This is an optimization exercise on Yosys and OpenROAD, whose aim is small area, a short achievable clock period and few clock cycles, not a production implementation.
At most, simulation tests tie the RTL to the original design; equivalence was not proved.
Power is estimated from default activity; no workload was simulated.

== indigo ==
## rune512_codec
module rune512_codec #(
    parameter P = 64,    
    parameter S = 59     
) (
    input  wire        clk,
    input  wire        rst,
    input  wire        cmd_valid,
    output wire        cmd_ready,
    input  wire [2:0]  cmd_op,
    input  wire        cmd_pfx,
    input  wire        cmd_emptyok,
    input  wire        in_valid,
    output wire        in_ready,
    input  wire [11:0] in_data,
    output wire        out_valid,
    input  wire        out_ready,
    output wire [9:0]  out_data,
    output wire        done,
    output reg  [3:0]  err,
    output reg         shortsub,
    output wire [15:0] result,
    output wire [7:0]  consumed,
    output wire [7:0]  outlen
);
Size in the first run: roughly 2500 cells after synthesis, roughly 750 flip-flops.
clock: 8.0 ns
lec_check: 0
cap_margin: 20
core_margin: 2
core_utilization: 55
cts_cluster_diameter: 60
cts_cluster_size: 20
place_density: 0.7
setup_slack_margin: 5
slew_margin: 20
run.sh (not shown) runs the stock make flow with config.mk's settings and CLKGATE_MAP_FILE= SYNTH_SCRIPT=/design/flow/synth_recipe.tcl, a recipe that flattens the netlist after the stock synthesis.
Testbench counts of indigo, summed over its fixed seeds: cycles 11,571.
The inputs of ember differ from those of indigo as listed below.
--- a/flow/design.v
+++ b/flow/design.v
@@ -59,23 +59,22 @@
     assign out_valid = ov;
     assign out_data  = od;
     assign done      = done_r;
     assign result    = crc;
     assign consumed  = {1'b0, cnt};
     assign outlen    = {1'b0, oln};
     wire cmd_fire = cmd_valid & cmd_ready_r;
     wire in_move  = in_valid & in_ready_r;
     wire in_end   = op_dec ? in_data[11] : in_data[8];
     wire legal    = (cmd_op == 3'd0) | (cmd_op == 3'd1) | (cmd_op == 3'd2);
     wire in_phase = st_bin | st_tin;
-    wire in_free  = (st_bin & over) | (st_tin & (pfx_bad | stopped | cap));
     wire [15:0] ch [0:9];
     assign ch[0] = crc;
     genvar g;
     generate
         for (g = 0; g < 9; g = g + 1) begin : g_chain
             wire fb = ch[g][15] ^ ida[8-g];
             assign ch[g+1] = {ch[g][14:0], 1'b0} ^ (fb ? 16'h1021 : 16'h0000);
         end
     endgenerate
     wire        parity_d = hdr[16];
     reg  [15:0] spec_n;
@@ -199,24 +198,23 @@
             rnz <= (rem != 7'd1);
         else if (!st_out)
             rnz <= 1'b1;
         iv     <= in_move;
         if (cmd_ready_r) begin
             in_ready_r <= cmd_valid & legal;
             lag        <= 6'd0;
         end else if (in_move) begin
             in_ready_r <= ~in_end;
             lag        <= 6'd0;
         end else begin
-            in_ready_r <= (st_bin | (st_tin & ~(iv & t_end))) &
-                          (in_free | (~in_ready_r & (lag == 6'd63)));
+            in_ready_r <= ~in_ready_r & in_phase & (lag == 6'd63);
             lag        <= lag + 6'd1;
         end
         if (ld) begin
             ov <= 1'b1;
             od <= onext;
         end else if (out_ready) begin
             ov <= 1'b0;
         end
         if (done_r) begin
             done_r      <= 1'b0;
             cmd_ready_r <= 1'b1;
### Flow results
- On power, ember does better than indigo.
- Taking indigo as the reference, in ember maximum fanout along the worst path went down 7; average detailed-routed wire length per instance lower.
- Cell area | ember vs indigo | ember smaller
- The full die area of ember was superior to that of indigo.
- ember vs indigo — clock power dropped about 5%.
The RTL of ember was laid out without a check of its function.

* * *

The RTL this note starts from:
==> flow/design.v <==
module rune512_codec #(
    parameter P = 64,    
    parameter S = 59     
) (
    input  wire        clk,
    input  wire        rst,
    input  wire        cmd_valid,
    output wire        cmd_ready,
    input  wire [2:0]  cmd_op,
    input  wire        cmd_pfx,
    input  wire        cmd_emptyok,
    input  wire        in_valid,
    output wire        in_ready,
    input  wire [11:0] in_data,
    output wire        out_valid,
    input  wire        out_ready,
    output wire [9:0]  out_data,
    output wire        done,
    output reg  [3:0]  err,
    output reg         shortsub,
    output wire [15:0] result,
    output wire [7:0]  consumed,
    output wire [7:0]  outlen
);
    reg        cmd_ready_r;   
    reg        st_bin;        
    reg        st_tin;        
    reg        st_out;        
    reg        done_r;        
    reg        op_enc, op_dec, pfx, emptyok;
    reg        in_ready_r;
    reg [5:0]  lag;           
    reg        iv;
    reg [11:9] id;            
    reg        id_end;        
    reg [8:0]  ida;           
    reg [575:0] ring;
    reg [15:0] crc;           
    reg [15:0] spec;          
    reg [6:0]  cnt;           
    reg [6:0]  rem;           
    reg        rnz;           
    reg [2:0]  m3;            
    reg [3:0]  lo;            
    reg [7:0]  acc;           
    reg        over, p0;
    reg        tok_seen, pfx_bad, stopped, cap;
    reg [16:0] hdr;
    reg        ov, last_r;
    reg [9:0]  od;
    reg [6:0]  oln;
    reg [1:0]  ost;           
    reg [8:0]  rd;            
    reg [5:0]  tap;           
    assign cmd_ready = cmd_ready_r;
    assign in_ready  = in_ready_r;
    assign out_valid = ov;
    assign out_data  = od;
    assign done      = done_r;
    assign result    = crc;
    assign consumed  = {1'b0, cnt};
    assign outlen    = {1'b0, oln};
    wire cmd_fire = cmd_valid & cmd_ready_r;
    wire in_move  = in_valid & in_ready_r;
    wire in_end   = op_dec ? in_data[11] : in_data[8];
    wire legal    = (cmd_op == 3'd0) | (cmd_op == 3'd1) | (cmd_op == 3'd2);
    wire in_phase = st_bin | st_tin;
    wire [15:0] ch [0:9];
    assign ch[0] = crc;
    genvar g;
    generate
        for (g = 0; g < 9; g = g + 1) begin : g_chain
            wire fb = ch[g][15] ^ ida[8-g];
            assign ch[g+1] = {ch[g][14:0], 1'b0} ^ (fb ? 16'h1021 : 16'h0000);
        end
    endgenerate
    wire        parity_d = hdr[16];
    reg  [15:0] spec_n;
    always @(*) begin
        case (m3)
        3'd0: spec_n = parity_d ? ch[1] : ch[9];
        3'd1: spec_n = ch[8];
        3'd2: spec_n = ch[7];
        3'd3: spec_n = ch[6];
        3'd4: spec_n = ch[5];
        3'd5: spec_n = ch[4];
        3'd6: spec_n = ch[3];
        default: spec_n = ch[2];
        endcase
    end
    wire [7:0]  ibyte = id_end ? 8'd0 : ida[8:1];
    wire [16:0] x17   = {acc, (op_dec ? rd : {ibyte, 1'b0})};
    reg  [8:0]  win;
    always @(*) begin
        case (lo)
        4'd0: win = x17[8:0];
        4'd1: win = x17[9:1];
        4'd2: win = x17[10:2];
        4'd3: win = x17[11:3];
        4'd4: win = x17[12:4];
        4'd5: win = x17[13:5];
        4'd6: win = x17[14:6];
        4'd7: win = x17[15:7];
        default: win = x17[16:8];
        endcase
    end
    wire pbyte   = iv & ~op_dec & ~id_end;
    wire full    = (cnt == P);
    wire take    = pbyte & ~full;
    wire ovf     = pbyte & full;
    wire [15:0] crc_nx = ovf ? 16'd0 : (take ? ch[8] : crc);
    wire over_nx = over | ovf;
    wire c0      = (cnt == 7'd0);
    wire lo0     = (lo == 4'd0);
    wire [3:0] lo_nx = ~take ? lo : (c0 ? 4'd7 : (lo0 ? 4'd8 : lo - 4'd1));
    wire stor    = take & ~c0 & ~lo0;
    wire [6:0] rem_nx = rem + {6'd0, stor};
    wire bend    = in_move & st_bin & in_data[8];       
    wire enc_go  = bend & op_enc & ~over_nx;
    wire t_end   = id[11];
    wire t_sent  = id[10];
    wire t_valid = id[9];
    wire run_tok = iv & op_dec & ~t_end & ~(~tok_seen & pfx) &
                   ~(pfx_bad | stopped | cap) & t_valid & (cnt != S);
    wire deval   = iv & st_tin & t_end;
    wire dec_crc_ok = (spec == hdr[15:0]);
    wire dec_ok  = tok_seen & ~pfx_bad & ~cap & (cnt > 7'd1) & dec_crc_ok;
    wire dec_adj = (m3 == 3'd1) & parity_d;
    wire dec_m0  = (rem == 7'd0);
    wire [6:0] dec_m_m1 = rem - 7'd1 - {6'd0, dec_adj};
    wire dec_go  = deval & dec_ok & ~dec_m0;
    wire       wr    = op_dec ? run_tok : iv;
    wire [8:0] wdata = op_dec ? ida : win;
    wire [7:0] tap_l = 8'd1 << tap[2:0];
    wire [7:0] tap_h = 8'd1 << tap[5:3];
    reg  [8:0] rtap, rgrp;
    integer gi, gj;
    always @(*) begin
        rtap = 9'd0;
        for (gj = 0; gj < 8; gj = gj + 1) begin
            rgrp = 9'd0;
            for (gi = 0; gi < 8; gi = gi + 1)
                rgrp = rgrp | (ring[(gj*8+gi)*9 +: 9] & {9{tap_l[gi]}});
            rtap = rtap | (rgrp & {9{tap_h[gj]}});
        end
    end
    wire go  = enc_go | dec_go;
    wire ld  = (st_out ? rnz : go) & (~ov | out_ready);
    reg  [9:0] enext;
    always @(*) begin
        case (ost)
        2'd0: enext = 10'h200;
        2'd1: enext = {1'b0, (lo_nx == 4'd1), crc_nx[15:8]};
        2'd2: enext = {1'b0, crc[7:0], p0};
        default: enext = {1'b0, rd};
        endcase
    end
    wire [9:0] onext   = op_dec ? {2'b00, win[8:1]} : enext;
    wire       consume = ld & (op_dec ? (lo != 4'd8) : (ost == 2'd3));
    reg [6:0] rem_d;
    always @(*) begin
        rem_d = rem;
        if (cmd_ready_r)
            rem_d = {6'd0, cmd_pfx} + 7'd1;
        else if (st_bin)
            rem_d = bend ? (rem_nx + {6'd0, lo_nx != 4'd0}) : rem_nx;
        else if (st_tin) begin
            if (deval)
                rem_d = dec_m_m1;
            else if (run_tok && cnt == 7'd1)
                rem_d = 7'd0;
            else if (run_tok && cnt[6:1] != 6'd0)
                rem_d = rem + ((m3 == 3'd0) ? 7'd2 : 7'd1);
        end else if (st_out && ld)
            rem_d = rem - 7'd1;
    end
    always @(posedge clk) begin
        id     <= in_data[11:9];
        id_end <= in_data[8];
        ida    <= op_dec ? in_data[8:0] : {in_data[7:0], 1'b0};
        ring   <= {ring[566:0], (wr ? wdata : ring[575:567])};
        rem    <= rem_d;
        if (deval)
            rnz <= (rem != (dec_adj ? 7'd2 : 7'd1));
        else if (st_out && ld)
            rnz <= (rem != 7'd1);
        else if (!st_out)
            rnz <= 1'b1;
        iv     <= in_move;
        if (cmd_fire) begin
            in_ready_r <= legal;
            lag        <= 6'd0;
        end else if (in_move) begin
            in_ready_r <= ~in_end;
            lag        <= 6'd0;
        end else begin
            in_ready_r <= ~in_ready_r & in_phase & (lag == 6'd63);
            lag        <= lag + 6'd1;
        end
        if (ld) begin
            ov <= 1'b1;
            od <= onext;
        end else if (out_ready) begin
            ov <= 1'b0;
        end
        if (done_r) begin
            done_r      <= 1'b0;
            cmd_ready_r <= 1'b1;
        end
        if (cmd_ready_r && cmd_fire) begin
            cmd_ready_r <= 1'b0;
            op_enc   <= (cmd_op == 3'd0);
            op_dec   <= (cmd_op == 3'd1);
            pfx      <= cmd_pfx;
            emptyok  <= cmd_emptyok;
            err      <= legal ? 4'd0 : 4'd6;
            shortsub <= 1'b0;
            crc      <= 16'd0;
            spec     <= 16'd0;
            cnt      <= 7'd0;
            over     <= 1'b0;
            lo       <= 4'd0;
            p0       <= 1'b0;
            tok_seen <= 1'b0;
            pfx_bad  <= 1'b0;
            stopped  <= 1'b0;
            cap      <= 1'b0;
            oln      <= 7'd0;
            ost      <= cmd_pfx ? 2'd0 : 2'd1;
            m3       <= (cmd_op == 3'd1) ? 3'd0 : 3'd2;
            tap      <= (cmd_op == 3'd1) ? (6'd59 - {5'd0, cmd_pfx}) : 6'd60;
            st_tin   <= (cmd_op == 3'd1);
            st_bin   <= (cmd_op == 3'd0) | (cmd_op == 3'd2);
            done_r   <= ~legal;
        end
        if (st_bin) begin
            tap  <= tap + 6'd1;
            crc  <= crc_nx;
            over <= over_nx;
            lo   <= lo_nx;
            cnt  <= cnt + {6'd0, take};
            if (take) begin
                acc <= ida[8:1];
                if (c0) p0 <= ida[8];
            end
            if (bend) begin
                st_bin <= 1'b0;
                if (enc_go) begin
                    st_out <= 1'b1;
                    last_r <= 1'b0;
                end else begin
                    done_r <= 1'b1;
                    cnt    <= 7'd0;
                    if (over_nx) err <= 4'd8;
                end
            end
        end
        if (iv && !op_dec && cnt == 7'd1 && (take || id_end))
            rd <= win;
        if (st_tin) begin
            tap <= tap + 6'd1;
            if (iv) begin
                if (t_end) begin
                    st_tin <= 1'b0;
                    if (!tok_seen) begin
                        err   <= (~pfx & emptyok) ? 4'd0 : 4'd1;
                    end else if (pfx_bad) begin
                        err   <= 4'd2;
                    end else if (cap) begin
                        err   <= 4'd8;
                    end else if (cnt == 7'd0) begin
                        err      <= 4'd3;
                        shortsub <= 1'b1;
                    end else if (cnt == 7'd1) begin
                        err   <= 4'd3;
                    end else if (!dec_crc_ok) begin
                        err   <= 4'd5;
                    end
                    if (dec_ok) begin
                        crc <= hdr[15:0];
                        cnt <= cnt + {6'd0, pfx};
                    end else begin
                        crc <= 16'd0;
                        cnt <= 7'd0;
                    end
                    if (dec_go) begin
                        st_out <= 1'b1;
                        last_r <= (dec_m_m1 == 7'd0);
                    end else begin
                        done_r <= 1'b1;
                    end
                end else begin
                    tok_seen <= 1'b1;
                    if (!tok_seen && pfx) begin
                        pfx_bad <= ~t_sent;
                    end else if (pfx_bad || stopped || cap) begin
                    end else if (!t_valid) begin
                        stopped <= 1'b1;
                    end else if (cnt == S) begin
                        cap <= 1'b1;
                    end else begin
                        cnt <= cnt + 7'd1;
                        m3  <= m3 + 3'd1;
                        if (cnt == 7'd0) hdr[16:8] <= ida;
                        if (cnt == 7'd1) begin
                            hdr[7:0] <= ida[8:1];
                            acc      <= ida[7:0];
                            lo       <= 4'd1;
                            crc      <= ida[0] ? 16'h1021 : 16'h0000;
                            spec     <= 16'd0;
                        end
                        if (cnt[6:1] != 6'd0) begin
                            crc  <= ch[9];
                            spec <= spec_n;
                        end
                        if (cnt == 7'd2) rd <= ida;
                    end
                end
            end
        end
        if (st_out) begin
            tap <= tap + 6'd1;
            if (!op_dec) cnt <= 7'd0;
            if (ov && out_ready && last_r) begin
                st_out <= 1'b0;
                done_r <= 1'b1;
            end
        end
        if (st_out || go) begin
            if (ld) begin
                oln <= oln + 7'd1;
                if (st_out) last_r <= (rem == 7'd1);
                if (!op_dec && ost != 2'd3) ost <= ost + 2'd1;
                if (op_dec) begin
                    if (lo == 4'd8) lo <= 4'd0;
                    else begin
                        acc <= rd[7:0];
                        lo  <= lo + 4'd1;
                    end
                end
            end
            if (consume) begin
                rd <= rtap;
                if (!op_dec && m3 == 3'd7) begin
                    m3  <= 3'd0;
                    tap <= tap - 6'd1;     
                end else begin
                    m3  <= m3 + 3'd1;
                    tap <= tap;            
                end
            end
        end
        if (rst) begin
            cmd_ready_r <= 1'b1;
            st_bin      <= 1'b0;
            st_tin      <= 1'b0;
            st_out      <= 1'b0;
            done_r      <= 1'b0;
            in_ready_r  <= 1'b0;
            iv          <= 1'b0;
            ov          <= 1'b0;
        end
    end
endmodule
==> flow/config.mk <==
export PLATFORM = sky130hd
export DESIGN_NAME = rune512_codec
export DESIGN_NICKNAME = rune512_codec
export VERILOG_FILES = /design/flow/design.v
export SDC_FILE = /design/flow/constraint.sdc
export NUM_CORES = 4
export LEC_CHECK = 0
export CAP_MARGIN = 20
export CORE_MARGIN = 2
export CORE_UTILIZATION = 40
export CTS_CLUSTER_DIAMETER = 60
export CTS_CLUSTER_SIZE = 20
export PLACE_DENSITY = 0.6
export SETUP_SLACK_MARGIN = 5
export SLEW_MARGIN = 20
==> flow/constraint.sdc <==
create_clock -name core_clock -period 8.0 [get_ports {clk}]
set_input_delay 1.6000 -clock core_clock [delete_from_list [all_inputs] [get_ports {clk}]]
set_output_delay 1.6000 -clock core_clock [all_outputs]
set_load 0.01 [all_outputs]
Testbench counts at the start, summed over its fixed seeds: cycles 11,571.
==> next run, changes <==
--- a/flow/design.v
+++ b/flow/design.v
@@ -180,12 +180,7 @@
         ida    <= op_dec ? in_data[8:0] : {in_data[7:0], 1'b0};
         ring   <= {ring[566:0], (wr ? wdata : ring[575:567])};
         rem    <= rem_d;
-        if (deval)
-            rnz <= (rem != (dec_adj ? 7'd2 : 7'd1));
-        else if (st_out && ld)
-            rnz <= (rem != 7'd1);
-        else if (!st_out)
-            rnz <= 1'b1;
+        rnz    <= (rem_d != 7'd0);
         iv     <= in_move;
         if (cmd_fire) begin
             in_ready_r <= legal;
=> Sequential power barely changes. Core utilization hardly moves. Cell area went up by 1.8%. Worst hold slack improved by 0.015 ns. Via count increases by 1.7%. Final cell count is higher by 2.3%. Clock-buffer cell count stays the same. Setup slack degrades by 0.37 ns.
Only the layout flow was run in the second run of this note; the RTL was not checked for function there.

## static timing again, ports no longer ideal
In the flow no input, the clock included, has a driving cell. The finished layouts below were timed again as built, in two steps.
Step 1, drivers: a clkbuf_16 drives clk and a buf_2 each remaining input, both assumed.
Step 2 times the ports against the registers' clock, not the clock port: input delays grow and output delays shrink by t, the midpoint of the rising clock arrivals with the driver on.
a / b / c = ideal / step 1 / step 2; a / b = the first two.
run | t, ns | setup slack, ns | hold slack, ns | worst setup path at the end | cell pins on the clock port's net
indigo | 0.690 | 4.996 / 4.963 / 4.397 | 0.346 / 0.346 / 0.346 | input to register | 1
ember | 0.673 | 5.009 / 4.962 / 4.377 | 0.346 / 0.346 / 0.346 | input to register | 1
the first run of note 2 | 0.684 | 4.930 / 4.930 / 4.387 | 0.318 / 0.318 / 0.318 | input to register | 1
the second run of note 2 | 0.679 | 4.557 / 4.557 / 4.167 | 0.332 / 0.332 / 0.332 | input to register | 1
After both steps setup and hold are still met in every run listed. For ember, which loses most, drivers alone change the setup slack by -0.047 ns; drivers and shift together by -0.632 ns.
